This is an optimization exercise on Yosys and OpenROAD, whose aim is small area, a short achievable clock period and few clock cycles, not a production implementation.
The RTL was checked by simulation tests, not by an equivalence proof against the original design.
Power figures rest on the tool's default switching activity, not on a simulated workload.

==> flow/design.v <==
module microw_emitter (
    input  wire        clk,
    input  wire        rst,          
    input  wire        cmd_valid,
    output wire        cmd_ready,
    input  wire [31:0] cmd_data,
    output reg         rsp_valid,
    output reg  [31:0] rsp_data
);
    localparam [3:0] ST_OK          = 4'd0;
    localparam [3:0] ST_NO_NEW_DATA = 4'd2;
    localparam [3:0] ST_OVERRUN     = 4'd3;
    localparam [3:0] ST_EMPTY       = 4'd6;
    localparam [3:0] ST_NOT_ACTIVE  = 4'd7;
    localparam [3:0] ST_NOT_STARTED = 4'd8;
    localparam [3:0] ST_STATE_ERROR = 4'd9;
    localparam [3:0] ST_WRONG_MODE  = 4'd10;
    localparam [3:0] ST_ILLEGAL     = 4'd11;
    function [5:0] add6(input [5:0] x, input [2:0] d);
        reg [5:0] dd;
        reg       c;
        integer   k;
        begin
            dd = {3'b000, d};
            c  = 1'b0;
            for (k = 0; k < 6; k = k + 1) begin
                add6[k] = x[k] ^ dd[k] ^ c;
                c = (x[k] & dd[k]) | (c & (x[k] ^ dd[k]));
            end
        end
    endfunction
    function [5:0] sub6(input [5:0] x, input [2:0] d);
        reg [5:0] dd;
        reg       c;
        integer   k;
        begin
            dd = ~{3'b000, d};
            c  = 1'b1;
            for (k = 0; k < 6; k = k + 1) begin
                sub6[k] = x[k] ^ dd[k] ^ c;
                c = (x[k] & dd[k]) | (c & (x[k] ^ dd[k]));
            end
        end
    endfunction
    wire [7:0]  op   = cmd_data[31:24];
    wire [23:0] opnd = cmd_data[23:0];
    wire z_23_16 = (opnd[23:16] == 8'd0);
    wire z_15_12 = (opnd[15:12] == 4'd0);
    wire z_11_8  = (opnd[11:8]  == 4'd0);
    wire z_7_0   = (opnd[7:0]   == 8'd0);
    wire z_hi8   = z_23_16 & z_15_12 & z_11_8;
    wire z_all   = z_hi8 & z_7_0;
    wire d_start   = (op == 8'h01) & z_all;
    wire d_stop    = (op == 8'h02) & z_all;
    wire d_restart = (op == 8'h03) & z_all;
    wire d_update  = (op == 8'h04) & z_all;
    wire d_pushw   = (op == 8'h10) & z_23_16 & z_15_12;
    wire d_wmode   = ((op == 8'h11) & z_all) | ((op == 8'h12) & z_hi8);
    wire d_popb    = (op == 8'h13) & z_all;
    wire d_rdreg   = (op == 8'h20) & z_hi8 & (opnd[7:4] == 4'd0);
    wire d_peekw   = (op == 8'h21) & z_hi8 & (opnd[7:5] == 3'd0);
    wire d_peekb   = (op == 8'h22) & z_hi8 & (opnd[7:6] == 2'd0);
    reg        ready_q;
    reg        q_v;
    reg        q_start, q_stop, q_restart, q_update, q_pushw, q_wmode;
    reg        q_popb, q_rdreg, q_peekw, q_peekb;
    reg [11:0] q_opnd;
    reg [5:0]  q_bra;        
    reg        busy;         
    reg [4:0]  sr_wr, sr_rd, sr_cnt;
    reg [4:0]  sr_rd3;       
    reg [3:0]  sr_bits;
    reg [11:0] head0, head1;  
    reg [5:0]  br_wr, br_rd, br_rdn, br_cnt;    
    reg [2:0]  br_bit;
    reg [5:0]  br_bss;
    reg [7:0]  enc_acc;
    reg        active, started;
    reg        p_ok;         
    reg        p_n2;         
    reg [1:0]  p_nb;         
    reg [2:0]  p_lb;         
    reg [2:0]  p_fi0, p_fi1, p_fi2;    
    reg        p_mk0, p_mk1, p_mk2;    
    reg        p_mk;
    reg [2:0]  p_P;          
    reg        p_ovf;        
    reg [2:0]  p_nw;         
    reg [1:0]  p_js;         
    reg        p_mk_in;      
    reg [1:0]  p_aft;        
    reg [1:0]  p_nbp;        
    reg [1:0]  p_adv;        
    reg [3:0]  p_sn;         
    reg        p_last;       
    assign cmd_ready = ready_q;
    wire [31:0]  sr_we;
    wire [11:0]  sr_wd;
    wire [383:0] sr_flat;
    wire [63:0]  br_we;
    wire [7:0]   br_wd [0:63];
    wire [511:0] br_flat;
    genvar gi;
    generate
        for (gi = 0; gi < 32; gi = gi + 1) begin : g_sr
            reg [11:0] m;
            always @(posedge clk)
                if (sr_we[gi]) m <= sr_wd;
            assign sr_flat[gi*12 +: 12] = m;
        end
        for (gi = 0; gi < 64; gi = gi + 1) begin : g_br
            reg [7:0] m;
            always @(posedge clk)
                if (br_we[gi]) m <= br_wd[gi];
            assign br_flat[gi*8 +: 8] = m;
        end
    endgenerate
    wire hold    = q_update & ~p_ok;              
    wire ex      = q_v & ~busy & ~hold;
    wire illegal = ~(q_start | q_stop | q_restart | q_update | q_pushw | q_wmode |
                     q_popb | q_rdreg | q_peekw | q_peekb);
    wire sr_empty = (sr_cnt == 5'd0);
    wire sr_full  = (sr_cnt == 5'd31);
    wire br_empty = (br_cnt == 6'd0);
    wire start_go   = ex & q_start & ~active;
    wire restart_go = ex & q_restart & started;
    wire push_go    = ex & q_pushw & active & ~sr_full;
    wire popb_go    = ex & q_popb & active & ~br_empty;
    wire step       = busy | (ex & q_update & active & ~sr_empty);
    wire [3:0] r3   = sr_rd3[4:1];
    wire [3:0] r3p  = r3 + 4'd1;
    wire       peekw_rd = ~busy & q_peekw;
    wire [3:0] row_e = peekw_rd ? q_opnd[4:1] : (sr_rd3[0] ? r3p : r3);
    wire [3:0] row_o = peekw_rd ? q_opnd[4:1] : r3;
    wire [191:0] sr_ev, sr_od;
    generate
        for (gi = 0; gi < 16; gi = gi + 1) begin : g_srbank
            assign sr_ev[gi*12 +: 12] = sr_flat[(2*gi)*12 +: 12];
            assign sr_od[gi*12 +: 12] = sr_flat[(2*gi+1)*12 +: 12];
        end
    endgenerate
    wire [11:0] rd_e, rd_o;
    mux_tree #(.W(12), .A(4)) u_rde (.d(sr_ev), .a(row_e), .y(rd_e));
    mux_tree #(.W(12), .A(4)) u_rdo (.d(sr_od), .a(row_o), .y(rd_o));
    wire [11:0] w3   = sr_rd3[0] ? rd_o : rd_e;     
    wire [11:0] w4   = sr_rd3[0] ? rd_e : rd_o;     
    wire [11:0] peekw_val = q_opnd[0] ? rd_o : rd_e;
    wire [7:0] br_rv;
    mux_tree #(.W(8), .A(6)) u_brr (.d(br_flat), .a(q_bra), .y(br_rv));
    wire [2:0]  b  = br_bit;
    wire [39:0] sh = {head0, head1, 16'd0} >> b;
    wire [31:0] S  = {enc_acc, 24'd0} | sh[39:8];
    wire [7:0] B0 = S[31:24], B1 = S[23:16], B2 = S[15:8];
    wire [7:0] D0 = (&B0) ? ~(8'd1 << p_fi0) : B0;
    wire [7:0] D1 = (&B1) ? ~(8'd1 << p_fi1) : B1;
    wire [7:0] D2 = (&B2) ? ~(8'd1 << p_fi2) : B2;
    wire [7:0] O0 = D0;
    wire [7:0] O1 = p_mk0 ? 8'hFF : D1;
    wire [7:0] O2 = p_mk0 ? D1 : (p_mk1 ? 8'hFF : D2);
    wire [7:0] O3 = p_mk2 ? 8'hFF : D2;
    reg [7:0] left;
    always @(*) begin
        case (p_nb)
            2'd0: left = S[31:24];
            2'd1: left = S[23:16];
            2'd2: left = S[15:8];
            default: left = S[7:0];
        endcase
    end
    wire [7:0]  acc_n = p_ovf ? 8'd0 : (left & ~(8'hFF >> p_lb));
    wire [2:0]  bit_n = p_ovf ? 3'd0 : p_lb;
    reg  [11:0] rem;                               
    always @(*) begin
        case (p_js)
            2'd0:    rem = S[23:12];
            2'd1:    rem = S[15:4];
            default: rem = {S[7:0], 4'd0};
        endcase
    end
    wire [5:0] bss_p1 = add6(br_bss, 3'd1), bss_p2 = add6(br_bss, 3'd2), bss_p3 = add6(br_bss, 3'd3);
    reg  [5:0] bss_n;
    always @(*) begin
        if (p_mk_in)
            bss_n = {4'd0, p_aft};
        else case (p_nbp)
            2'd0: bss_n = br_bss;
            2'd1: bss_n = bss_p1;
            2'd2: bss_n = bss_p2;
            default: bss_n = bss_p3;
        endcase
    end
    wire fin = p_ovf | p_last;
    wire [63:0] wdec = 64'd1 << br_wr;             
    wire [7:0] O [0:3];
    assign O[0] = O0; assign O[1] = O1; assign O[2] = O2; assign O[3] = O3;
    wire [7:0] bank_d [0:3];
    wire nw1 = (p_nw != 3'd0), nw2 = (p_nw[2] | p_nw[1]), nw3 = (p_nw[2] | (&p_nw[1:0])), nw4 = p_nw[2];
    genvar gj;
    generate
        for (gj = 0; gj < 4; gj = gj + 1) begin : g_bank
            localparam [1:0] GJ = gj;
            wire [1:0] idx = GJ - 2'd1 - br_wr[1:0];
            assign bank_d[gj] = start_go ? 8'd0 : O[idx];
        end
        for (gi = 0; gi < 64; gi = gi + 1) begin : g_brw
            wire hit = step & ((wdec[(gi + 63) % 64] & nw1) |
                               (wdec[(gi + 62) % 64] & nw2) |
                               (wdec[(gi + 61) % 64] & nw3) |
                               (wdec[(gi + 60) % 64] & nw4));
            if (gi == 1) begin : g_s1
                assign br_we[gi] = start_go | restart_go | hit;
                assign br_wd[gi] = (start_go | restart_go) ? 8'hFF : bank_d[gi % 4];
            end else begin : g_sn
                assign br_we[gi] = start_go | hit;
                assign br_wd[gi] = bank_d[gi % 4];
            end
        end
    endgenerate
    wire [31:0] sdec = 32'd1 << sr_wr;             
    assign sr_wd = q_pushw ? q_opnd : 12'd0;
    generate
        for (gi = 0; gi < 32; gi = gi + 1) begin : g_srw
            assign sr_we[gi] = start_go | (push_go & sdec[(gi + 31) % 32]);
        end
    endgenerate
    wire cs_start = start_go | restart_go;
    wire cs_step  = step;
    wire cs_push  = push_go;
    wire cs_pop   = popb_go;
    wire       x_sA = cs_start | cs_step | (sr_bits == 4'd0);
    wire [3:0] x_s  = (cs_start | cs_step) ? 4'd0 : sr_bits;
    wire [2:0] x_b  = cs_start ? 3'd0 : (cs_step ? p_lb : br_bit);
    wire c_ge1 = (sr_cnt != 5'd0);
    wire c_ge2 = (sr_cnt[4:1] != 4'd0);
    wire c_ge3 = (sr_cnt[4:2] != 3'd0) | (&sr_cnt[1:0]);
    wire c_ge4 = (sr_cnt[4:2] != 3'd0);
    wire c_eq0 = (sr_cnt == 5'd0), c_eq1 = (sr_cnt == 5'd1), c_eq2 = (sr_cnt == 5'd2);
    wire c_eq3 = (sr_cnt == 5'd3), c_eq4 = (sr_cnt == 5'd4);
    reg  x_c2, x_e1, x_e2;
    always @(*) begin
        if (cs_start)                  begin x_c2 = 1'b0;  x_e1 = 1'b0;  x_e2 = 1'b0;  end
        else if (cs_step &  p_n2)      begin x_c2 = c_ge4; x_e1 = c_eq3; x_e2 = c_eq4; end
        else if (cs_step)              begin x_c2 = c_ge3; x_e1 = c_eq2; x_e2 = c_eq3; end
        else if (cs_push)              begin x_c2 = c_ge1; x_e1 = c_eq0; x_e2 = c_eq1; end
        else                           begin x_c2 = c_ge2; x_e1 = c_eq1; x_e2 = c_eq2; end
    end
    reg  [6:0] bq;                                 
    integer bi;
    always @(*) for (bi = 0; bi < 7; bi = bi + 1) bq[bi] = (br_bss == 6'd56 + bi);
    reg  x_e62, x_e61, x_e60;
    always @(*) begin
        if (cs_start | (cs_step & p_mk)) begin x_e62 = 1'b0; x_e61 = 1'b0; x_e60 = 1'b0; end
        else if (cs_step) begin
            case (p_nb)
                2'd0:    begin x_e62 = bq[6]; x_e61 = bq[5]; x_e60 = bq[4]; end
                2'd1:    begin x_e62 = bq[5]; x_e61 = bq[4]; x_e60 = bq[3]; end
                2'd2:    begin x_e62 = bq[4]; x_e61 = bq[3]; x_e60 = bq[2]; end
                default: begin x_e62 = bq[3]; x_e61 = bq[2]; x_e60 = bq[1]; end
            endcase
        end else begin x_e62 = bq[6]; x_e61 = bq[5]; x_e60 = bq[4]; end
    end
    reg  [9:0] le;                                 
    integer li;
    always @(*) for (li = 0; li < 10; li = li + 1) le[li] = (br_cnt <= 6'd54 + li);
    reg  x_f1, x_f2, x_f3, x_f4;
    always @(*) begin
        if (cs_start) begin x_f1 = 1'b1; x_f2 = 1'b1; x_f3 = 1'b1; x_f4 = 1'b1; end
        else if (cs_step) begin
            case (p_P)
                3'd0:    begin x_f1 = le[8]; x_f2 = le[7]; x_f3 = le[6]; x_f4 = le[5]; end
                3'd1:    begin x_f1 = le[7]; x_f2 = le[6]; x_f3 = le[5]; x_f4 = le[4]; end
                3'd2:    begin x_f1 = le[6]; x_f2 = le[5]; x_f3 = le[4]; x_f4 = le[3]; end
                3'd3:    begin x_f1 = le[5]; x_f2 = le[4]; x_f3 = le[3]; x_f4 = le[2]; end
                default: begin x_f1 = le[4]; x_f2 = le[3]; x_f3 = le[2]; x_f4 = le[1]; end
            endcase
        end else if (cs_pop) begin x_f1 = le[9]; x_f2 = le[8]; x_f3 = le[7]; x_f4 = le[6]; end
        else                 begin x_f1 = le[8]; x_f2 = le[7]; x_f3 = le[6]; x_f4 = le[5]; end
    end
    wire x_n2 = x_sA & x_c2;
    reg [2:0]  a_fi0, a_fi1, a_fi2;
    reg [1:0]  a_adv1, a_adv2;
    reg [3:0]  a_sn0, a_sn1, a_sn2;
    always @(*) begin
        case (x_b)
            3'd0: begin a_fi0 = 3'd4; a_fi1 = 3'd4; a_fi2 = 3'd0; a_sn0 = 4'd8; a_adv1 = 2'd1; a_sn1 = 4'd4;  a_adv2 = 2'd2; a_sn2 = 4'd0;  end
            3'd1: begin a_fi0 = 3'd7; a_fi1 = 3'd3; a_fi2 = 3'd7; a_sn0 = 4'd7; a_adv1 = 2'd1; a_sn1 = 4'd3;  a_adv2 = 2'd1; a_sn2 = 4'd11; end
            3'd2: begin a_fi0 = 3'd6; a_fi1 = 3'd2; a_fi2 = 3'd6; a_sn0 = 4'd6; a_adv1 = 2'd1; a_sn1 = 4'd2;  a_adv2 = 2'd1; a_sn2 = 4'd10; end
            3'd3: begin a_fi0 = 3'd5; a_fi1 = 3'd1; a_fi2 = 3'd5; a_sn0 = 4'd5; a_adv1 = 2'd1; a_sn1 = 4'd1;  a_adv2 = 2'd1; a_sn2 = 4'd9;  end
            3'd4: begin a_fi0 = 3'd4; a_fi1 = 3'd0; a_fi2 = 3'd4; a_sn0 = 4'd4; a_adv1 = 2'd1; a_sn1 = 4'd0;  a_adv2 = 2'd1; a_sn2 = 4'd8;  end
            3'd5: begin a_fi0 = 3'd3; a_fi1 = 3'd7; a_fi2 = 3'd7; a_sn0 = 4'd3; a_adv1 = 2'd0; a_sn1 = 4'd11; a_adv2 = 2'd1; a_sn2 = 4'd7;  end
            3'd6: begin a_fi0 = 3'd2; a_fi1 = 3'd6; a_fi2 = 3'd6; a_sn0 = 4'd2; a_adv1 = 2'd0; a_sn1 = 4'd10; a_adv2 = 2'd1; a_sn2 = 4'd6;  end
            default: begin a_fi0 = 3'd1; a_fi1 = 3'd5; a_fi2 = 3'd5; a_sn0 = 4'd1; a_adv1 = 2'd0; a_sn1 = 4'd9; a_adv2 = 2'd1; a_sn2 = 4'd5; end
        endcase
    end
    reg [2:0]  b_lb, b_fi0;
    reg [3:0]  b_sn0;
    reg        b_nb1;
    always @(*) begin
        case (x_s)
            4'd1:  begin b_nb1 = 1'b1; b_lb = 3'd3; b_fi0 = 3'd5; b_sn0 = 4'd9;  end
            4'd2:  begin b_nb1 = 1'b1; b_lb = 3'd2; b_fi0 = 3'd6; b_sn0 = 4'd10; end
            4'd3:  begin b_nb1 = 1'b1; b_lb = 3'd1; b_fi0 = 3'd7; b_sn0 = 4'd11; end
            4'd4:  begin b_nb1 = 1'b1; b_lb = 3'd0; b_fi0 = 3'd0; b_sn0 = 4'd0;  end
            4'd5:  begin b_nb1 = 1'b0; b_lb = 3'd7; b_fi0 = 3'd0; b_sn0 = 4'd0;  end
            4'd6:  begin b_nb1 = 1'b0; b_lb = 3'd6; b_fi0 = 3'd0; b_sn0 = 4'd0;  end
            4'd7:  begin b_nb1 = 1'b0; b_lb = 3'd5; b_fi0 = 3'd0; b_sn0 = 4'd0;  end
            4'd8:  begin b_nb1 = 1'b0; b_lb = 3'd4; b_fi0 = 3'd0; b_sn0 = 4'd0;  end
            4'd9:  begin b_nb1 = 1'b0; b_lb = 3'd3; b_fi0 = 3'd0; b_sn0 = 4'd0;  end
            4'd10: begin b_nb1 = 1'b0; b_lb = 3'd2; b_fi0 = 3'd0; b_sn0 = 4'd0;  end
            default: begin b_nb1 = 1'b0; b_lb = 3'd1; b_fi0 = 3'd0; b_sn0 = 4'd0; end
        endcase
    end
    reg [1:0]  nb;
    reg [2:0]  lb;
    reg [2:0]  fi0, fi1, fi2;
    reg [1:0]  adv0, adv1, adv2;
    reg [3:0]  sn0, sn1, sn2;
    always @(*) begin
        if (x_sA) begin
            nb   = x_n2 ? 2'd3 : (x_b[2] ? 2'd2 : 2'd1);
            lb   = x_n2 ? x_b : {~x_b[2], x_b[1:0]};
            fi0  = a_fi0; fi1 = a_fi1; fi2 = a_fi2;
            adv0 = 2'd0;   sn0 = a_sn0;
            adv1 = a_adv1; sn1 = a_sn1;
            adv2 = a_adv2; sn2 = a_sn2;
        end else begin
            nb   = {1'b0, b_nb1};
            lb   = b_lb;
            fi0  = b_fi0; fi1 = 3'd0; fi2 = 3'd0;
            adv0 = (x_s == 4'd4) ? 2'd1 : 2'd0; sn0 = b_sn0;
            adv1 = 2'd0; sn1 = 4'd0;
            adv2 = 2'd0; sn2 = 4'd0;
        end
    end
    wire nb1 = (nb != 2'd0);
    wire nb2 = nb[1];
    wire nb3 = (nb == 2'd3);
    wire mk0 = nb1 & x_e62;
    wire mk1 = nb2 & x_e61;
    wire mk2 = nb3 & x_e60;
    wire mk  = mk0 | mk1 | mk2;
    wire [2:0] Fs = x_f4 ? 3'd4 : (x_f3 ? 3'd3 : (x_f2 ? 3'd2 : (x_f1 ? 3'd1 : 3'd0)));
    reg [2:0] P;
    always @(*) begin
        case ({nb, mk})
            3'b000: P = 3'd0; 3'b001: P = 3'd1;
            3'b010: P = 3'd1; 3'b011: P = 3'd2;
            3'b100: P = 3'd2; 3'b101: P = 3'd3;
            3'b110: P = 3'd3; default: P = 3'd4;
        endcase
    end
    reg ovf;
    always @(*) begin
        case (P)
            3'd0: ovf = 1'b0;
            3'd1: ovf = ~x_f1;
            3'd2: ovf = ~x_f2;
            3'd3: ovf = ~x_f3;
            default: ovf = ~x_f4;
        endcase
    end
    wire [2:0] nw = ovf ? Fs : P;
    wire [1:0] F2 = Fs[1:0];
    reg  [1:0] js, aft, nbp;
    reg        mk_in;
    always @(*) begin
        js = 2'd0; aft = 2'd0; nbp = 2'd0; mk_in = 1'b0;
        if (!ovf) begin
            nbp   = nb;
            mk_in = mk;
            if (mk0)      aft = (nb == 2'd3) ? 2'd2 : ((nb == 2'd2) ? 2'd1 : 2'd0);
            else if (mk1) aft = (nb == 2'd3) ? 2'd1 : 2'd0;
            else          aft = 2'd0;
        end else begin
            case (F2)
                2'd0: begin js = 2'd0; mk_in = mk0; aft = 2'd0; end
                2'd1: if (mk0) begin js = 2'd0; mk_in = 1'b1; aft = 2'd0; end
                      else     begin js = 2'd1; mk_in = mk1;  aft = 2'd0; end
                2'd2: if (mk0)      begin js = 2'd1; mk_in = 1'b1; aft = 2'd1; end
                      else if (mk1) begin js = 2'd1; mk_in = 1'b1; aft = 2'd0; end
                      else          begin js = 2'd2; mk_in = mk2;  aft = 2'd0; end
                default: begin js = 2'd2; mk_in = 1'b1; aft = mk0 ? 2'd2 : (mk1 ? 2'd1 : 2'd0); end
            endcase
            case (js)
                2'd0: nbp = 2'd1;
                2'd1: nbp = 2'd2;
                default: nbp = 2'd3;
            endcase
        end
    end
    reg [1:0] adv;
    reg [3:0] s_n;
    always @(*) begin
        if (!ovf) begin
            adv = x_n2 ? 2'd2 : 2'd1;
            s_n = 4'd0;
        end else begin
            case (js)
                2'd0:    begin adv = adv0; s_n = sn0; end
                2'd1:    begin adv = adv1; s_n = sn1; end
                default: begin adv = adv2; s_n = sn2; end
            endcase
        end
    end
    wire last = ~ovf & (x_n2 ? x_e2 : x_e1);
    reg [7:0] reg_lo;
    always @(*) begin
        case (q_opnd[3:0])
            4'h0: reg_lo = 8'h0C;
            4'h1: reg_lo = 8'd64;
            4'h2: reg_lo = 8'd32;
            4'h3: reg_lo = 8'd64;
            4'h4: reg_lo = {3'd0, sr_wr};
            4'h5: reg_lo = {3'd0, sr_rd};
            4'h6: reg_lo = {4'd0, sr_bits};
            4'h7: reg_lo = {7'd0, active};
            4'h8: reg_lo = {2'd0, br_wr};
            4'h9: reg_lo = {2'd0, br_rd};
            4'hA: reg_lo = {5'd0, br_bit};
            4'hB: reg_lo = {7'd0, active};
            4'hC: reg_lo = 8'd0;
            4'hD: reg_lo = {2'd0, br_bss};
            4'hE: reg_lo = enc_acc;
            default: reg_lo = {7'd0, started};
        endcase
    end
    wire [23:0] reg_val = {8'd0, (q_opnd[3:0] == 4'h0) ? 8'hFF : 8'h00, reg_lo};
    wire ok_popb = active & ~br_empty;
    wire [23:0] r_data = {24{~busy}} & (
                         ({24{q_popb & ok_popb}} & {16'd0, br_rv}) |
                         ({24{q_peekb}}          & {16'd0, br_rv}) |
                         ({24{q_peekw}}          & {12'd0, peekw_val}) |
                         ({24{q_rdreg}}          & reg_val));
    reg [3:0] r_st;
    always @(*) begin
        if (step)            r_st = p_ovf ? ST_OVERRUN : ST_OK;
        else if (illegal)    r_st = ST_ILLEGAL;
        else if (q_wmode)    r_st = ST_WRONG_MODE;
        else if (q_start)    r_st = active ? ST_STATE_ERROR : ST_OK;
        else if (q_restart)  r_st = started ? ST_OK : ST_NOT_STARTED;
        else if (q_update)   r_st = active ? ST_NO_NEW_DATA : ST_NOT_ACTIVE;
        else if (q_pushw)    r_st = active ? (sr_full ? ST_OVERRUN : ST_OK) : ST_NOT_ACTIVE;
        else if (q_popb)     r_st = active ? (br_empty ? ST_EMPTY : ST_OK) : ST_NOT_ACTIVE;
        else                 r_st = ST_OK;
    end
    wire r_rdy = step & ~p_ovf;
    wire busy_n = step & ~fin;
    wire p_ok_n = ~(step & p_ovf);
    wire q_v_n  = ready_q ? cmd_valid : (q_v & ~ex);
    wire [5:0] br_rdn_n = (start_go | restart_go) ? 6'd1 :
                          (popb_go ? add6(br_rdn, 3'd1) : br_rdn);
    always @(posedge clk) begin
        if (rst) begin
            ready_q   <= 1'b1;
            q_v       <= 1'b0;
            busy      <= 1'b0;
            p_ok      <= 1'b0;
            rsp_valid <= 1'b0;
            rsp_data  <= 32'd0;
            sr_wr     <= 5'd0;
            sr_rd     <= 5'd0;
            sr_rd3    <= 5'd3;
            sr_cnt    <= 5'd0;
            sr_bits   <= 4'd0;
            br_wr     <= 6'd0;
            br_rd     <= 6'd0;
            br_rdn    <= 6'd1;
            br_cnt    <= 6'd0;
            br_bit    <= 3'd0;
            br_bss    <= 6'd0;
            enc_acc   <= 8'd0;
            active    <= 1'b0;
            started   <= 1'b0;
        end else begin
            q_v     <= q_v_n;
            ready_q <= ~q_v_n | (~busy_n & p_ok_n);
            busy    <= busy_n;
            p_ok    <= p_ok_n;
            rsp_valid <= (ex | busy) & ~busy_n;
            rsp_data  <= {r_data, 3'b000, r_rdy, r_st};
            if (ex & q_stop) active <= 1'b0;
            if (start_go | restart_go) begin
                sr_wr   <= 5'd0;
                sr_rd   <= 5'd0;
                sr_rd3  <= 5'd3;
                sr_cnt  <= 5'd0;
                sr_bits <= 4'd0;
                br_rd   <= 6'd0;
                br_rdn  <= 6'd1;
                br_bit  <= 3'd0;
                enc_acc <= 8'd0;
                active  <= 1'b1;
                started <= 1'b1;
                br_bss  <= 6'd0;
                br_wr   <= 6'd1;
                br_cnt  <= 6'd1;
            end
            if (push_go) begin
                sr_wr  <= add6({1'b0, sr_wr}, 3'd1);
                sr_cnt <= add6({1'b0, sr_cnt}, 3'd1);
                if (sr_cnt == 5'd0) head0 <= q_opnd;
                if (sr_cnt == 5'd1) head1 <= q_opnd;
            end
            if (popb_go) begin
                br_rd  <= br_rdn;
                br_rdn <= add6(br_rdn, 3'd1);
                br_cnt <= sub6(br_cnt, 3'd1);
            end
            if (step) begin
                sr_rd   <= add6({1'b0, sr_rd}, {1'b0, p_adv});
                sr_rd3  <= add6({1'b0, sr_rd3}, {1'b0, p_adv});
                sr_cnt  <= sub6({1'b0, sr_cnt}, {1'b0, p_adv});
                sr_bits <= p_sn;
                br_wr   <= add6(br_wr, p_nw);
                br_cnt  <= add6(br_cnt, p_nw);
                br_bss  <= bss_n;
                br_bit  <= bit_n;
                enc_acc <= acc_n;
                case (p_adv)
                    2'd0: head0 <= rem;
                    2'd1: begin
                        head0 <= (p_sn != 4'd0) ? rem : head1;
                        head1 <= w3;
                    end
                    default: begin
                        head0 <= w3;
                        head1 <= w4;
                    end
                endcase
            end
        end
    end
    always @(posedge clk) begin
        p_n2    <= x_n2;
        p_nb    <= nb;
        p_lb    <= lb;
        p_fi0   <= fi0;
        p_fi1   <= fi1;
        p_fi2   <= fi2;
        p_mk0   <= mk0;
        p_mk1   <= mk1;
        p_mk2   <= mk2;
        p_mk    <= mk;
        p_P     <= P;
        p_ovf   <= ovf;
        p_nw    <= nw;
        p_js    <= js;
        p_mk_in <= mk_in;
        p_aft   <= aft;
        p_nbp   <= nbp;
        p_adv   <= adv;
        p_sn    <= s_n;
        p_last  <= last;
    end
    always @(posedge clk) begin
        if (rst)
            q_bra <= 6'd1;
        else if (ready_q)
            q_bra <= d_peekb ? opnd[5:0] : br_rdn_n;
    end
    always @(posedge clk) begin
        if (ready_q) begin
            q_start   <= d_start;
            q_stop    <= d_stop;
            q_restart <= d_restart;
            q_update  <= d_update;
            q_pushw   <= d_pushw;
            q_wmode   <= d_wmode;
            q_popb    <= d_popb;
            q_rdreg   <= d_rdreg;
            q_peekw   <= d_peekw;
            q_peekb   <= d_peekb;
            q_opnd    <= opnd[11:0];
        end
    end
endmodule
module mux_tree #(
    parameter integer W = 8,
    parameter integer A = 6
) (
    input  wire [W*(1<<A)-1:0] d,
    input  wire [A-1:0]        a,
    output wire [W-1:0]        y
);
    generate
        if (A == 1) begin : g_leaf
            assign y = a[0] ? d[2*W-1:W] : d[W-1:0];
        end else begin : g_node
            wire [W-1:0] lo, hi;
            mux_tree #(.W(W), .A(A-1)) u_lo (.d(d[W*(1<<(A-1))-1:0]), .a(a[A-2:0]), .y(lo));
            mux_tree #(.W(W), .A(A-1)) u_hi (.d(d[W*(1<<A)-1:W*(1<<(A-1))]), .a(a[A-2:0]), .y(hi));
            assign y = a[A-1] ? hi : lo;
        end
    endgenerate
endmodule
==> flow/run.sh <==
#!/bin/bash
# synth_recipe.tcl (not shown) runs the flow's synth.tcl, then flattens the netlist and writes it again
# the make line also repeats each setting of config.mk as NAME=value (left out here)
make -C /OpenROAD-flow-scripts/flow DESIGN_CONFIG=/design/flow/config.mk WORK_HOME=/design/flow/orfs CLKGATE_MAP_FILE= SYNTH_SCRIPT=/design/flow/synth_recipe.tcl finish
==> flow/config.mk <==
export PLATFORM = sky130hd
export DESIGN_NAME = microw_emitter
export DESIGN_NICKNAME = microw_emitter
export VERILOG_FILES = /design/flow/design.v
export SDC_FILE = /design/flow/constraint.sdc
export NUM_CORES = 4
export LEC_CHECK = 0
export CAP_MARGIN = 20
export CORE_MARGIN = 2
export CORE_UTILIZATION = 40
export SETUP_SLACK_MARGIN = 5
export SLEW_MARGIN = 20
==> flow/constraint.sdc <==
create_clock -name core_clock -period 8.0 [get_ports {clk}]
set_input_delay 1.6000 -clock core_clock [delete_from_list [all_inputs] [get_ports {clk}]]
set_output_delay 1.6000 -clock core_clock [all_outputs]
set_load 0.01 [all_outputs]
==> reports/results.txt, run 1 <==
Clock latency (worst-skew pair) = 0.79 ns
Die Ht = 352 um
Synth Warn # = 1
Setup TNS = 0 ns
Die Wd = 352 um
Combinational Power Share = 2.3%
Drt pass-1 iters = 6
Number of global-route vias before repair = 31,400
CTS Buffer Depth = 3
Final nets = 3,655
CP required = 8.66 ns
Vias per cell = 6.14
Outcome = finished clean
GRT Util Overall = 25.3%
Rel. slew slack = 17.9%
Max Cap Viol = 0
Final min period = 3.66 ns
Netlist cell types = 92
Placed Cells incl. Taps = 4,748
Main area contributors after synthesis = edfxtp_1, mux4_2, dfxtp_1
Most frequent cell after synthesis = edfxtp_1
Area leader, netlist = edfxtp_1
Hold WS = 0.451 ns
Final wirelength = 160,000 um
Switching Fraction = 21.3%
Post-route non-filler standard cell count = 5,266
Core Footprint = 120,000 um2
Setup ws final = 4.34 ns
Leak pwr = 20.9 nW
1st-iter DRT viols = 4,075
P_sw = 0.00246 W
Clk sinks = 1,077
Setup violators final = 0
DP HPWL = 90,000 um
Clock network fraction of design power = 45.0%
Die area = 124,000 um2
CTS root buf = clkbuf_16
Worst slack, placed = 3.22 ns
FF+latch count, synth = 1,077
Pwr/cell area = 185 nW/um2
Post-synth top flop = edfxtp_1
Post-synthesis async set-or-reset flop share = 0%
Initial Utilization = 40.3%
Syn_area_per_cell = 15.3 um2
Fraction of layout cells with a size suffix above 1 = 37.7%
Inserted Clock Buffers = 111
Max-slew violation count = 0
Pin count of the biggest net entering global routing = 76
Worst Path Arrival = 4.32 ns
Vias = 32,300
Worst slew pin tran = 1.23 ns
Reg2Reg Setup Slack = 4.34 ns
H-tree Lvls = 3
Hold crit path type = register to register
RSZ-0062 raised after global routing = yes
Synth cell count leaders = edfxtp_1, mux4_2, nand2_1
First-pass GRT wire length = 225,000 um
Cells after Synth = 3,160
Routability cong. = 0.955
CTS tree = done
# port buffers = 57
Number of synthesized flops with an enable pin = 942
Clock skew = 0.0774 ns
Area Overhead vs Synth = 28.8%
Endpoints failing hold = 0
Initial antenna violation count = 9
P_int = 0.00907 W
WS Path Type = register to register
Critical path endpoint category = register
Post-synth top area share = 58.5%
Row cnt = 127
Reg clk slew, reported paths = 0.06 ns
Max Freq = 273 MHz
Seq pwr share = 52.7%
Fill count = 9,464
Sequential cell area fraction in the yosys report = 64.1%
WL/cell = 30.3 um
ANT nets after route = 0
Fin crit share = 45.7%
Overflow left after global routing = 0
DR DRC count = 0
Crit path launch type = register
Synth Cell Area = 48,400 um2
VDD IR max = 0.196 mV
CP max FO = 5
Io pins = 69
[metal layers]
metal | vias up | share of wire [%] | GRT usage, % | wire length [um]
met5 | - | 0.020 | 0 | 32
met4 | 6 | 4.7 | 10.0 | 7520
met3 | 404 | 9.3 | 5.34 | 14900
met2 | 1848 | 47 | 40.2 | 75500
met1 | 16600 | 39 | 33.9 | 61800
li1 | 13500 | - | - | -
[cells by family after synthesis]
group                    after synthesis  synth area share (%)
buffers and inverters                299                  2.51
XOR/XNOR                               8                 0.145
AND/OR/NAND/NOR                      655                  6.31
flip-flops                          1077                  64.1
other                                  1               0.00775
multiplexers                         447                  16.8
adder cells (fa/ha/maj)               67                  1.84
AO/OA/AOI/OAI                        606                  8.30
[power by group through the flow]
stage	clock, W	sequential (W)	combinational (W)
detailed placement	0	0.00619	0.000178
finish	0.00519	0.00607	0.000269
global placement	0	0.00619	0.000177
floorplan	0	0.00618	0.0000849
global route	0.00547	0.00606	0.000274
CTS	0.00524	0.00607	0.000245
[state kept, by name, summed over array words and instances, names as in the netlist, 5 cells and up]
name,flops
br_bss,6
br_cnt,6
br_rd,6
br_rdn,6
br_wr,6
enc_acc,7
g_br.m,512
g_sr.m,384
head0,12
head1,12
q_bra,6
q_opnd,12
rsp_data,18
sr_cnt,5
sr_rd,5
sr_rd3,5
sr_wr,5
[layout make-up]
| class | count | area [um2] | share of cell area [%] |
|---|---|---|---|
| Antenna cell | 4 | 10.0 | 0.0161 |
| Tap cell | 1612 | 2020 | 3.24 |
| Clock inverter | 68 | 734 | 1.18 |
| Multi-Input combinational cell | 1802 | 19500 | 31.3 |
| Timing Repair inverter | 1 | 7.51 | 0.0120 |
| Clock buffer | 142 | 2940 | 4.71 |
| Inverter | 74 | 300 | 0.482 |
| Sequential cell | 1077 | 31100 | 49.8 |
| Timing Repair Buffer | 486 | 5780 | 9.27 |
[what timing repair did]
action	CTS	global route
pin swaps	95	103
gates cloned	44	7
resized for setup	612	259
hold buffers	0	0
setup buffers	187	66
setup endpoints to repair	1477	1022
[critical path, cell delays in order (launching register included)]
cell,delay [ns]
dfxtp_4,0.38
ha_4,0.16
nand4_1,0.15
and2_4,0.21
and3_4,0.19
nand2_1,0.08
a21boi_0,0.18
o21ai_0,0.12
a21oi_2,0.26
inv_2,0.09
ha_4,0.17
inv_2,0.06
o31ai_4,0.08
a2111oi_4,0.22
buf_6,0.18
buf_12,0.10
nor3_4,0.05
mux2i_4,0.22
buf_6,0.15
o21ai_4,0.25
inv_4,0.09
and3_4,0.17
[metrics by stage]
| step | instance area [um2] | util (%) | total power [W] |
|---|---|---|---|
| CTS | 60400 | 50.4 | 0.0116 |
| finish | 62300 | 51.9 | 0.0115 |
| global placement | 51600 | 43.0 | 0.00637 |
| floorplan | 48800 | - | 0.00627 |
| detailed placement | 51700 | 43.1 | 0.00637 |
| global route | 62300 | 51.9 | 0.0118 |
[cell usage in the layout, fill, tap and decap left out, types with 25 or more instances in the layout]
cell type / count
nand3_1: 53
buf_16: 38
nor3_1: 35
buf_4: 238
clkinv_1: 30
nand2_1: 196
mux2i_4: 68
nor2_1: 161
inv_1: 59
mux4_2: 289
a221oi_2: 27
ha_1: 51
edfxtp_1: 942
a21oi_2: 27
buf_6: 76
clkbuf_16: 117
dfxtp_1: 110
o21ai_4: 25
a21oi_1: 93
o21ai_0: 108
clkbuf_1: 28
buf_12: 51
mux2i_1: 49
[path summary, 6_finish.rpt]
path                            startpoint       to  cells after the start
worst max-delay path             sr_cnt[0]  p_sn[1]                     21
worst min-delay path                p_last     busy                      1
worst max register to register   sr_cnt[0]  p_sn[1]                     21
worst min register to register      p_last     busy                      1
Testbench counts, summed over its fixed seeds: cycles 34,132.
==> run 2, diff against run 1 <==
--- a/flow/config.mk
+++ b/flow/config.mk
@@ -8,5 +8,5 @@
 export CAP_MARGIN = 20
 export CORE_MARGIN = 2
 export CORE_UTILIZATION = 40
-export SETUP_SLACK_MARGIN = 5
+export SETUP_SLACK_MARGIN = 4
 export SLEW_MARGIN = 20
==> reports/results.txt, run 2 <==
Max Cap Viol = 0
Core Footprint = 120,000 um2
Compound-gate portion of the synthesized area = 8.30%
Met1 GRT Util = 32.0%
Syn_area_per_cell = 15.3 um2
Rel. slew slack = 21.3%
Netlist cell types = 92
Reg2Reg Capture Point = p_aft[0]
Adder-cell share of the synthesized area = 1.84%
Worst path depth = 18
Most frequent cell after synthesis = edfxtp_1
FF+latch count, synth = 1,077
Diodes inserted = 0
CTS Hold Buffers Added = 0
Multi-input combinational cell area = 16,900 um2
Commonest non-fill, non-tap cell in the layout = edfxtp_1
Clk sinks = 1,077
First-pass GRT wire length = 204,000 um
Crit-path slowest cell = or4b_4
1st-iter DRT viols = 3,976
Die Wd = 352 um
Worst hold endpoint = busy
Post-synthesis async set-or-reset flop share = 0%
Overflow left after global routing = 0
RSZ-0062 raised after global routing = no
Cell family with most CP delay = compound AO/OA/AOI/OAI gates
CTS root buf = clkbuf_16
Routability cong. = 0.954
Sequential cell area = 31,000 um2
GRT Max-Usage Layer = met2
Pin count of the biggest net entering global routing = 72
Setup violators final = 0
Largest family of logic cells by synthesized area = multiplexers
Top flop regs = g_br.m (512), g_sr.m (384), rsp_data (18)
Reg2Reg Setup Slack = 4.08 ns
GRT Util Overall = 22.7%
Endpoints failing hold = 0
Clock skew = 0.0496 ns
Synth Warn # = 1
Crit path buf inv count = 5
Max Freq = 255 MHz
DP HPWL = 91,100 um
WL/cell = 28.2 um
Leak pwr = 18.7 nW
CP required = 8.65 ns
Sequential cell area fraction in the yosys report = 64.1%
Drt pass-1 iters = 6
Post-synthesis xor/xnor area fraction = 0.145%
Synth Cell Area = 48,400 um2
Critical Path Most Common Cell = buf_4
Worst r2r src = sr_cnt[0]
Post-synth top area share = 58.5%
Reg2reg path depth = 18
H-tree Lvls = 3
Max-slew violation count = 0
Synth cell count leaders = edfxtp_1, mux4_2, nand2_1
Pwr/cell area = 202 nW/um2
Initial antenna violation count = 8
Hold crit path type = register to register
WS Path Type = register to register
Met3 Resource Use GR = 3.65%
Main area contributors after synthesis = edfxtp_1, mux4_2, dfxtp_1
Io pins = 69
Fill count = 10,300
Area leader, netlist = edfxtp_1
Cells after Synth = 3,160
Area Overhead vs Synth = 15.4%
Post-route non-filler standard cell count = 5,003
Vias = 30,200
CP max FO = 20
Fin crit share = 49.0%
Final wirelength = 141,000 um
# port buffers = 57
Initial Utilization = 40.3%
Clock latency (worst-skew pair) = 0.71 ns
Setup TNS = 0 ns
CTS Buffer Depth = 3
Final min period = 3.92 ns
Critical path endpoint category = register
Crit path launch type = register
Die Ht = 352 um
Die area = 124,000 um2
Multiplexer share of the synthesized area = 16.8%
ANT nets after route = 0
Post-synth top flop = edfxtp_1
Max incr delay on CP = 0.50 ns
Worst slew pin tran = 1.17 ns
Most flop-heavy register = g_br.m
Hold Path Cell Cnt = 1
Met2 Usage GRT = 36.2%
Post-Synth Simple-Gate Area = 6.31%
Number of synthesized flops with an enable pin = 942
Max FFs per register = 512
Worst Path Arrival = 4.57 ns
Reg clk slew, reported paths = 0.07 ns
CTS tree = done
Most frequent cells in the layout = edfxtp_1, mux4_2, nand2_1
DR DRC count = 0
HP Start = p_last
Fraction of layout cells with a size suffix above 1 = 23.7%
CP Cell Sequence = inv_4 -> ha_4 -> or4b_4 -> a21o_4 -> buf_16 -> a21oi_1 -> or2_4 -> ha_1 -> inv_2 -> o31ai_4 -> a2111oi_4 -> buf_4 -> buf_4 -> nor3_4 -> mux2i_1 -> o22a_1 -> mux2_4 -> a21oi_2
Row cnt = 127
VDD IR max = 0.187 mV
Placed Cells incl. Taps = 4,766
Final nets = 3,413
Outcome = finished clean
Number of global-route vias before repair = 29,100
Inserted Clock Buffers = 107
Vias per cell = 6.03
run 2: how the worst max path moves through the flow:
stage | to | slack, ns | startpoint
2_1_floorplan | p_sn[2] | 4.02 | sr_cnt[0]
3_3_place_gp | p_sn[0] | 3.00 | sr_cnt[1]
3_5_place_dp | p_sn[1] | 2.92 | sr_cnt[1]
4_1_cts | p_sn[3] | 3.72 | sr_cnt[0]
5_1_grt | p_sn[0] | 3.95 | sr_cnt[1]
6_report | p_aft[0] | 4.08 | sr_cnt[0]
run 2: area by class of cell:
class                      count  area share [%]
timing repair buffer         254            3.89
sequential                  1077            55.6
multi-input combinational   1797            30.2
clock inverter                59            1.18
inverter                      74           0.513
clock buffer                 130            4.99
tap                         1612            3.61
run 2: timing repair:
item,4_1_cts,5_1_grt
pin swaps,7,14
setup buffers,12,31
cloned,1,3
endpoints found under the setup margin,218,450
resized for setup,18,75
run 2: metrics by stage:
stage	utilization (%)	area (um2)	power, W	hold slack (ns)	setup slack (ns)
global route	46.5	55800	0.0116	0.489	3.95
CTS	46.0	55200	0.0113	0.464	3.72
detailed placement	43.0	51600	0.00637	0.451	2.92
floorplan	-	48400	0.00627	0.422	4.02
finish	46.5	55800	0.0113	0.468	4.08
global placement	42.9	51500	0.00637	0.458	3.00
run 2: kinds of logic (layout without fill, tap and decap cells):
| logic type | after synthesis | count (layout) |
|---|---|---|
| AO/OA/AOI/OAI | 606 | 609 |
| XOR/XNOR | 8 | 8 |
| adder cells (fa/ha/maj) | 67 | 67 |
| buffers and inverters | 299 | 517 |
| flip-flops | 1077 | 1077 |
| multiplexers | 447 | 447 |
| other | 1 | 11 |
| AND/OR/NAND/NOR | 655 | 655 |
run 2: power by group:
part	switching (W)	internal, W
clock network	0.00217	0.00283
registers	0.0000153	0.00606
logic	0.000124	0.0000580
total	0.00231	0.00895
run 2: metal layers:
metal  vias up  routed length (um)  share of wire (%)
li1      12900                   -                  -
met1     15600               59100                 42
met2      1429               66700                 47
met3       244               11300                8.0
met4         0                4180                3.0
met5         -                   0                  0
==> run 3, diff against run 2 <==
--- a/flow/design.v
+++ b/flow/design.v
@@ -77,21 +77,18 @@
     reg [7:0]  enc_acc;
     reg        active, started;
     reg        p_ok;         
-    reg        p_n2;         
     reg [1:0]  p_nb;         
     reg [2:0]  p_lb;         
+    reg        p_accz;       
     reg [2:0]  p_fi0, p_fi1, p_fi2;    
-    reg        p_mk0, p_mk1, p_mk2;    
-    reg        p_mk;
-    reg [2:0]  p_P;          
+    reg        p_mk0;        
     reg        p_ovf;        
-    reg [2:0]  p_nw;         
-    reg [1:0]  p_js;         
-    reg        p_mk_in;      
-    reg [1:0]  p_aft;        
+    reg [1:0]  p_nw;         
+    reg        p_bssz;       
     reg [1:0]  p_nbp;        
     reg [1:0]  p_adv;        
     reg [3:0]  p_sn;         
+    reg        p_snz;        
     reg        p_last;       
     assign cmd_ready = ready_q;
     wire [31:0]  sr_we;
@@ -156,8 +153,8 @@
     wire [7:0] D2 = (&B2) ? ~(8'd1 << p_fi2) : B2;
     wire [7:0] O0 = D0;
     wire [7:0] O1 = p_mk0 ? 8'hFF : D1;
-    wire [7:0] O2 = p_mk0 ? D1 : (p_mk1 ? 8'hFF : D2);
-    wire [7:0] O3 = p_mk2 ? 8'hFF : D2;
+    wire [7:0] O2 = D2;
+    wire [7:0] O3 = 8'h00;
     reg [7:0] left;
     always @(*) begin
         case (p_nb)
@@ -167,21 +164,13 @@
             default: left = S[7:0];
         endcase
     end
-    wire [7:0]  acc_n = p_ovf ? 8'd0 : (left & ~(8'hFF >> p_lb));
-    wire [2:0]  bit_n = p_ovf ? 3'd0 : p_lb;
-    reg  [11:0] rem;                               
-    always @(*) begin
-        case (p_js)
-            2'd0:    rem = S[23:12];
-            2'd1:    rem = S[15:4];
-            default: rem = {S[7:0], 4'd0};
-        endcase
-    end
+    wire [7:0]  acc_n = p_accz ? 8'd0 : (left & ~(8'hFF >> p_lb));
+    wire [11:0] rem   = S[23:12];                  
     wire [5:0] bss_p1 = add6(br_bss, 3'd1), bss_p2 = add6(br_bss, 3'd2), bss_p3 = add6(br_bss, 3'd3);
     reg  [5:0] bss_n;
     always @(*) begin
-        if (p_mk_in)
-            bss_n = {4'd0, p_aft};
+        if (p_bssz)
+            bss_n = 6'd0;
         else case (p_nbp)
             2'd0: bss_n = br_bss;
             2'd1: bss_n = bss_p1;
@@ -194,7 +183,7 @@
     wire [7:0] O [0:3];
     assign O[0] = O0; assign O[1] = O1; assign O[2] = O2; assign O[3] = O3;
     wire [7:0] bank_d [0:3];
-    wire nw1 = (p_nw != 3'd0), nw2 = (p_nw[2] | p_nw[1]), nw3 = (p_nw[2] | (&p_nw[1:0])), nw4 = p_nw[2];
+    wire nw1 = (p_nw != 2'd0), nw2 = p_nw[1], nw3 = &p_nw;
     genvar gj;
     generate
         for (gj = 0; gj < 4; gj = gj + 1) begin : g_bank
@@ -205,8 +194,7 @@
         for (gi = 0; gi < 64; gi = gi + 1) begin : g_brw
             wire hit = step & ((wdec[(gi + 63) % 64] & nw1) |
                                (wdec[(gi + 62) % 64] & nw2) |
-                               (wdec[(gi + 61) % 64] & nw3) |
-                               (wdec[(gi + 60) % 64] & nw4));
+                               (wdec[(gi + 61) % 64] & nw3));
             if (gi == 1) begin : g_s1
                 assign br_we[gi] = start_go | restart_go | hit;
                 assign br_wd[gi] = (start_go | restart_go) ? 8'hFF : bank_d[gi % 4];
@@ -227,8 +215,8 @@
     wire cs_step  = step;
     wire cs_push  = push_go;
     wire cs_pop   = popb_go;
-    wire       x_sA = cs_start | cs_step | (sr_bits == 4'd0);
-    wire [3:0] x_s  = (cs_start | cs_step) ? 4'd0 : sr_bits;
+    wire       x_sA = cs_start | (cs_step ? p_snz : (sr_bits == 4'd0));
+    wire [3:0] x_s  = cs_start ? 4'd0 : (cs_step ? p_sn : sr_bits);
     wire [2:0] x_b  = cs_start ? 3'd0 : (cs_step ? p_lb : br_bit);
     wire c_ge1 = (sr_cnt != 5'd0);
     wire c_ge2 = (sr_cnt[4:1] != 4'd0);
@@ -239,8 +227,8 @@
     reg  x_c2, x_e1, x_e2;
     always @(*) begin
         if (cs_start)                  begin x_c2 = 1'b0;  x_e1 = 1'b0;  x_e2 = 1'b0;  end
-        else if (cs_step &  p_n2)      begin x_c2 = c_ge4; x_e1 = c_eq3; x_e2 = c_eq4; end
-        else if (cs_step)              begin x_c2 = c_ge3; x_e1 = c_eq2; x_e2 = c_eq3; end
+        else if (cs_step & p_adv[1])   begin x_c2 = c_ge4; x_e1 = c_eq3; x_e2 = c_eq4; end
+        else if (cs_step & p_adv[0])   begin x_c2 = c_ge3; x_e1 = c_eq2; x_e2 = c_eq3; end
         else if (cs_push)              begin x_c2 = c_ge1; x_e1 = c_eq0; x_e2 = c_eq1; end
         else                           begin x_c2 = c_ge2; x_e1 = c_eq1; x_e2 = c_eq2; end
     end
@@ -249,9 +237,9 @@
     always @(*) for (bi = 0; bi < 7; bi = bi + 1) bq[bi] = (br_bss == 6'd56 + bi);
     reg  x_e62, x_e61, x_e60;
     always @(*) begin
-        if (cs_start | (cs_step & p_mk)) begin x_e62 = 1'b0; x_e61 = 1'b0; x_e60 = 1'b0; end
+        if (cs_start | (cs_step & p_bssz)) begin x_e62 = 1'b0; x_e61 = 1'b0; x_e60 = 1'b0; end
         else if (cs_step) begin
-            case (p_nb)
+            case (p_nbp)
                 2'd0:    begin x_e62 = bq[6]; x_e61 = bq[5]; x_e60 = bq[4]; end
                 2'd1:    begin x_e62 = bq[5]; x_e61 = bq[4]; x_e60 = bq[3]; end
                 2'd2:    begin x_e62 = bq[4]; x_e61 = bq[3]; x_e60 = bq[2]; end
@@ -262,19 +250,18 @@
     reg  [9:0] le;                                 
     integer li;
     always @(*) for (li = 0; li < 10; li = li + 1) le[li] = (br_cnt <= 6'd54 + li);
-    reg  x_f1, x_f2, x_f3, x_f4;
+    reg  x_f1, x_f2, x_f4;
     always @(*) begin
-        if (cs_start) begin x_f1 = 1'b1; x_f2 = 1'b1; x_f3 = 1'b1; x_f4 = 1'b1; end
+        if (cs_start) begin x_f1 = 1'b1; x_f2 = 1'b1; x_f4 = 1'b1; end
         else if (cs_step) begin
-            case (p_P)
-                3'd0:    begin x_f1 = le[8]; x_f2 = le[7]; x_f3 = le[6]; x_f4 = le[5]; end
-                3'd1:    begin x_f1 = le[7]; x_f2 = le[6]; x_f3 = le[5]; x_f4 = le[4]; end
-                3'd2:    begin x_f1 = le[6]; x_f2 = le[5]; x_f3 = le[4]; x_f4 = le[3]; end
-                3'd3:    begin x_f1 = le[5]; x_f2 = le[4]; x_f3 = le[3]; x_f4 = le[2]; end
-                default: begin x_f1 = le[4]; x_f2 = le[3]; x_f3 = le[2]; x_f4 = le[1]; end
+            case (p_nw)
+                2'd0:    begin x_f1 = le[8]; x_f2 = le[7]; x_f4 = le[5]; end
+                2'd1:    begin x_f1 = le[7]; x_f2 = le[6]; x_f4 = le[4]; end
+                2'd2:    begin x_f1 = le[6]; x_f2 = le[5]; x_f4 = le[3]; end
+                default: begin x_f1 = le[5]; x_f2 = le[4]; x_f4 = le[2]; end
             endcase
-        end else if (cs_pop) begin x_f1 = le[9]; x_f2 = le[8]; x_f3 = le[7]; x_f4 = le[6]; end
-        else                 begin x_f1 = le[8]; x_f2 = le[7]; x_f3 = le[6]; x_f4 = le[5]; end
+        end else if (cs_pop) begin x_f1 = le[9]; x_f2 = le[8]; x_f4 = le[6]; end
+        else                 begin x_f1 = le[8]; x_f2 = le[7]; x_f4 = le[5]; end
     end
     wire x_n2 = x_sA & x_c2;
     reg [2:0]  a_fi0, a_fi1, a_fi2;
@@ -333,76 +320,35 @@
         end
     end
     wire nb1 = (nb != 2'd0);
-    wire nb2 = nb[1];
-    wire nb3 = (nb == 2'd3);
-    wire mk0 = nb1 & x_e62;
-    wire mk1 = nb2 & x_e61;
-    wire mk2 = nb3 & x_e60;
-    wire mk  = mk0 | mk1 | mk2;
-    wire [2:0] Fs = x_f4 ? 3'd4 : (x_f3 ? 3'd3 : (x_f2 ? 3'd2 : (x_f1 ? 3'd1 : 3'd0)));
-    reg [2:0] P;
-    always @(*) begin
-        case ({nb, mk})
-            3'b000: P = 3'd0; 3'b001: P = 3'd1;
-            3'b010: P = 3'd1; 3'b011: P = 3'd2;
-            3'b100: P = 3'd2; 3'b101: P = 3'd3;
-            3'b110: P = 3'd3; default: P = 3'd4;
-        endcase
-    end
-    reg ovf;
-    always @(*) begin
-        case (P)
-            3'd0: ovf = 1'b0;
-            3'd1: ovf = ~x_f1;
-            3'd2: ovf = ~x_f2;
-            3'd3: ovf = ~x_f3;
-            default: ovf = ~x_f4;
-        endcase
-    end
-    wire [2:0] nw = ovf ? Fs : P;
-    wire [1:0] F2 = Fs[1:0];
-    reg  [1:0] js, aft, nbp;
-    reg        mk_in;
-    always @(*) begin
-        js = 2'd0; aft = 2'd0; nbp = 2'd0; mk_in = 1'b0;
-        if (!ovf) begin
-            nbp   = nb;
-            mk_in = mk;
-            if (mk0)      aft = (nb == 2'd3) ? 2'd2 : ((nb == 2'd2) ? 2'd1 : 2'd0);
-            else if (mk1) aft = (nb == 2'd3) ? 2'd1 : 2'd0;
-            else          aft = 2'd0;
+    wire mk  = (nb1 & x_e62) | (nb[1] & x_e61) | ((nb == 2'd3) & x_e60);
+    wire full_step = ~nb1 | (~mk & x_f4);
+    wire mk0 = x_e62;                              
+    wire ovf = ~full_step & (~x_f1 | (mk0 & ~x_f2));
+    reg  [1:0] nw, adv, nbp;
+    reg  [3:0] s_n;
+    reg  [2:0] lbo;
+    reg        last, accz, bssz;
+    always @(*) begin
+        if (full_step) begin
+            nw   = nb;
+            adv  = x_n2 ? 2'd2 : 2'd1;
+            s_n  = 4'd0;
+            lbo  = lb;
+            accz = 1'b0;
+            bssz = 1'b0;
+            nbp  = nb;
+            last = x_n2 ? x_e2 : x_e1;
         end else begin
-            case (F2)
-                2'd0: begin js = 2'd0; mk_in = mk0; aft = 2'd0; end
-                2'd1: if (mk0) begin js = 2'd0; mk_in = 1'b1; aft = 2'd0; end
-                      else     begin js = 2'd1; mk_in = mk1;  aft = 2'd0; end
-                2'd2: if (mk0)      begin js = 2'd1; mk_in = 1'b1; aft = 2'd1; end
-                      else if (mk1) begin js = 2'd1; mk_in = 1'b1; aft = 2'd0; end
-                      else          begin js = 2'd2; mk_in = mk2;  aft = 2'd0; end
-                default: begin js = 2'd2; mk_in = 1'b1; aft = mk0 ? 2'd2 : (mk1 ? 2'd1 : 2'd0); end
-            endcase
-            case (js)
-                2'd0: nbp = 2'd1;
-                2'd1: nbp = 2'd2;
-                default: nbp = 2'd3;
-            endcase
-        end
-    end
-    reg [1:0] adv;
-    reg [3:0] s_n;
-    always @(*) begin
-        if (!ovf) begin
-            adv = x_n2 ? 2'd2 : 2'd1;
-            s_n = 4'd0;
-        end else begin
-            case (js)
-                2'd0:    begin adv = adv0; s_n = sn0; end
-                2'd1:    begin adv = adv1; s_n = sn1; end
-                default: begin adv = adv2; s_n = sn2; end
-            endcase
+            nw   = ovf ? {1'b0, x_f1} : {mk0, ~mk0};
+            adv  = adv0;
+            s_n  = sn0;
+            lbo  = 3'd0;
+            accz = 1'b1;
+            bssz = mk0;
+            nbp  = 2'd1;
+            last = ~ovf & adv0[0] & x_e1;
         end
     end
-    wire last = ~ovf & (x_n2 ? x_e2 : x_e1);
     reg [7:0] reg_lo;
     always @(*) begin
         case (q_opnd[3:0])
@@ -511,15 +457,15 @@
                 sr_rd3  <= add6({1'b0, sr_rd3}, {1'b0, p_adv});
                 sr_cnt  <= sub6({1'b0, sr_cnt}, {1'b0, p_adv});
                 sr_bits <= p_sn;
-                br_wr   <= add6(br_wr, p_nw);
-                br_cnt  <= add6(br_cnt, p_nw);
+                br_wr   <= add6(br_wr, {1'b0, p_nw});
+                br_cnt  <= add6(br_cnt, {1'b0, p_nw});
                 br_bss  <= bss_n;
-                br_bit  <= bit_n;
+                br_bit  <= p_lb;
                 enc_acc <= acc_n;
                 case (p_adv)
                     2'd0: head0 <= rem;
                     2'd1: begin
-                        head0 <= (p_sn != 4'd0) ? rem : head1;
+                        head0 <= head1;
                         head1 <= w3;
                     end
                     default: begin
@@ -531,25 +477,20 @@
         end
     end
     always @(posedge clk) begin
-        p_n2    <= x_n2;
         p_nb    <= nb;
-        p_lb    <= lb;
+        p_lb    <= lbo;
+        p_accz  <= accz;
         p_fi0   <= fi0;
         p_fi1   <= fi1;
         p_fi2   <= fi2;
-        p_mk0   <= mk0;
-        p_mk1   <= mk1;
-        p_mk2   <= mk2;
-        p_mk    <= mk;
-        p_P     <= P;
+        p_mk0   <= ~full_step & mk0;
         p_ovf   <= ovf;
         p_nw    <= nw;
-        p_js    <= js;
-        p_mk_in <= mk_in;
-        p_aft   <= aft;
+        p_bssz  <= bssz;
         p_nbp   <= nbp;
         p_adv   <= adv;
         p_sn    <= s_n;
+        p_snz   <= (s_n == 4'd0);
         p_last  <= last;
     end
     always @(posedge clk) begin
--- a/flow/config.mk
+++ b/flow/config.mk
@@ -8,5 +8,7 @@
 export CAP_MARGIN = 20
 export CORE_MARGIN = 2
 export CORE_UTILIZATION = 40
-export SETUP_SLACK_MARGIN = 4
+export CTS_CLUSTER_DIAMETER = 100
+export CTS_CLUSTER_SIZE = 24
+export SETUP_SLACK_MARGIN = 4.5
 export SLEW_MARGIN = 20
==> reports/results.txt, run 3 <==
Outcome = finished clean
Routability cong. = 0.930
RSZ-0062 raised after global routing = yes
CTS Buffer Depth = 3
Die Ht = 350 um
DP HPWL = 94,900 um
WS Path Type = register to register
Layout Utilization = 45.4%
Clock latency (worst-skew pair) = 0.70 ns
Setup ws final = 4.54 ns
H-tree Lvls = 2
Worst Path Arrival = 4.01 ns
P_int = 0.00731 W
Synth Warn # = 1
HP Start = enc_acc[5]
Max-slew violation count = 0
FF+latch count, synth = 1,067
Netlist cell types = 88
DR DRC count = 0
Post-route non-filler standard cell count = 5,073
Reg2reg path depth = 7
ANT nets after route = 0
Pin count of the biggest net entering global routing = 73
Clock network fraction of design power = 32.9%
CTS root buf = clkbuf_16
Endpoints failing hold = 0
DP Area = 50,800 um2
Reg2Reg Setup Slack = 4.54 ns
Worst r2r src = q_bra[0]
Most flop-heavy register = g_br.m
Io pins = 69
Worst hold endpoint = enc_acc[5]
Syn_area_per_cell = 14.3 um2
Clock skew = 0.0793 ns
Final nets = 3,552
Max FFs per register = 512
Post-synthesis async set-or-reset flop share = 0%
Number of synthesized flops with an enable pin = 942
Commonest non-fill, non-tap cell in the layout = edfxtp_1
Synth cell count leaders = edfxtp_1, nand2_1, mux4_2
Vias = 30,800
CP max FO = 34
Initial Utilization = 40.4%
Reg clk slew, reported paths = 0.11 ns
Die area = 122,000 um2
Most frequent cells in the layout = edfxtp_1, nand2_1, mux4_2
Final instance area = 53,700 um2
Sequential cell area fraction in the yosys report = 64.3%
Seq pwr share = 65.4%
Max Cap Viol = 0
Drt pass-1 iters = 6
Leak pwr = 17.7 nW
Area Overhead vs Synth = 12.2%
Cells after Synth = 3,359
Switching Fraction = 20.4%
GRT Util Overall = 23.5%
Setup TNS = 0 ns
Fraction of layout cells with a size suffix above 1 = 19.2%
Worst slew pin tran = 1.17 ns
# port buffers = 57
Combinational Power Share = 1.7%
VDD IR max = 0.170 mV
Max Freq = 289 MHz
Number of global-route vias before repair = 29,600
Row cnt = 126
Crit path launch type = register
CP required = 8.55 ns
Reg2Reg Capture Point = rsp_data[12]
Synth Cell Area = 47,900 um2
Final wirelength = 146,000 um
Top flop regs = g_br.m (512), g_sr.m (384), rsp_data (18)
Core Footprint = 118,000 um2
Hold crit path type = register to register
Placed Cells incl. Taps = 4,933
Area leader, netlist = edfxtp_1
Clk sinks = 1,067
Setup violators final = 0
Fin crit share = 43.3%
Post-synth top area share = 59.1%
Pwr/cell area = 171 nW/um2
Initial antenna violation count = 7
Final min period = 3.46 ns
1st-iter DRT viols = 4,003
First-pass GRT wire length = 210,000 um
Vias per cell = 6.07
Die Wd = 350 um
Post-synth top flop = edfxtp_1
Critical path endpoint category = register
Hold Path Cell Cnt = 2
Main area contributors after synthesis = edfxtp_1, mux4_2, dfxtp_1
Worst slack, placed = 3.59 ns
Most frequent cell after synthesis = edfxtp_1
WL/cell = 28.7 um
Inserted Clock Buffers = 51
Overflow left after global routing = 0
P_sw = 0.00187 W
Rel. slew slack = 22.3%
CTS tree = done
==> run 3: changes by cell type in the layout (fill, tap and decap cells not counted), moves of 24 or more <==
cell	delta
clkbuf_16	-52
mux4_2	-74
nand2_1	+133
nand3_1	+65
a221oi_1	-24
a22oi_1	+42
==> run 3: how the worst max path moves through the flow <==
stage / start / endpoint / slack, ns / cells past startpoint
after CTS: active / g_br[11].m[7] / 4.44 / 6
after floorplan: cmd_data[17] / q_update / 4.51 / 6
final: q_bra[0] / rsp_data[12] / 4.54 / 7
after global routing: br_bit[0] / g_br[55].m[4] / 4.44 / 8
after global placement: q_bra[0] / rsp_data[12] / 3.52 / 7
after detailed placement: q_bra[0] / rsp_data[12] / 3.59 / 7
==> run 3: layer usage <==
metal	GRT usage, %	part of all wire, %
met1	32.9	41
met2	37.3	47
met3	4.14	8.5
met4	7.41	3.6
met5	0	0.025
==> run 3: power by group through the flow <==
stage	Clock (W)	Sequential [W]	Combinational, W
finish	0.00302	0.00600	0.000158
global route	0.00325	0.00600	0.000167
CTS	0.00307	0.00600	0.000153
detailed placement	0	0.00613	0.000144
global placement	0	0.00613	0.000144
floorplan	0	0.00612	0.0000715
==> run 3: cells by family after synthesis <==
kind of cell,share of synthesized area (%)
buffers and inverters,2.66
multiplexers,13.5
AO/OA/AOI/OAI,9.04
flip-flops,64.3
other,0.00783
adder cells (fa/ha/maj),1.86
AND/OR/NAND/NOR,8.59
XOR/XNOR,0.0915
==> run 3: timing repair <==
item                       CTS  global route
gates cloned                 4             4
gates resized for setup     84            68
setup endpoints to repair  743           470
pin swaps                   12            13
setup buffers               23            32
hold buffers                 0             0
==> run 3: layout make-up <==
class	count	area [um2]
repair buffers	259	2570
repair inverters	1	5.00
clock inverters	6	116
diodes	1	2.50
clock buffers	70	1400
fillers	10400	64700
flip-flops and latches	1067	30800
inverters	65	253
multi-input cells	2004	16500
well taps	1600	2000
==> run 3: worst max-delay path: stages, from the launching register on <==
cell      delay (ns)
dfxtp_4         0.64
buf_12          0.33
mux4_2          0.54
mux2_2          0.32
o221ai_2        0.48
o21ai_0         0.52
nand3_1         0.25
nand3_1         0.19
==> run 3: stage by stage <==
step	hold WS (ns)	power (W)
2_1_floorplan	0.424	0.00619
3_3_place_gp	0.445	0.00627
3_5_place_dp	0.451	0.00627
4_1_cts	0.465	0.00922
5_1_grt	0.487	0.00942
6_report	0.469	0.00918
Testbench counts of run 3, summed over its fixed seeds: cycles 34,663.

[what the ideal ports hide]
No port has a modelled driver above. Below, the same layouts with a new extraction and two added sets of constraints.
Step 1 (the two cells are an assumption about what drives the block):
set clk [get_ports {clk}]
set_driving_cell -lib_cell sky130_fd_sc_hd__clkbuf_16 $clk
set_driving_cell -lib_cell sky130_fd_sc_hd__buf_2 [delete_from_list [all_inputs] $clk]
Step 2 moves the port delays by t, midway between the first and last clock arrival at a register: inputs arrive t later, outputs are due t later. That takes back most of the time a late clock gives input paths.
a / b / c = ideal / step 1 / step 2; a / b = the first two.
run | shift t [ns] | setup WS [ns] | hold WS [ns] | cell pins on the clock port's net
run 1 | 0.806 | 4.342 / 4.342 / 4.208 | 0.451 / 0.451 / 0.451 | 1
run 2 | 0.754 | 4.081 / 4.081 / 3.659 | 0.468 / 0.468 / 0.468 | 1
run 3 | 0.740 | 4.540 / 4.540 / 3.915 | 0.469 / 0.469 / 0.469 | 1
After both steps setup and hold are still met in every run listed. The setup slack of run 3, which loses most, moves by 0.000 ns with the drivers and by -0.625 ns with both steps.
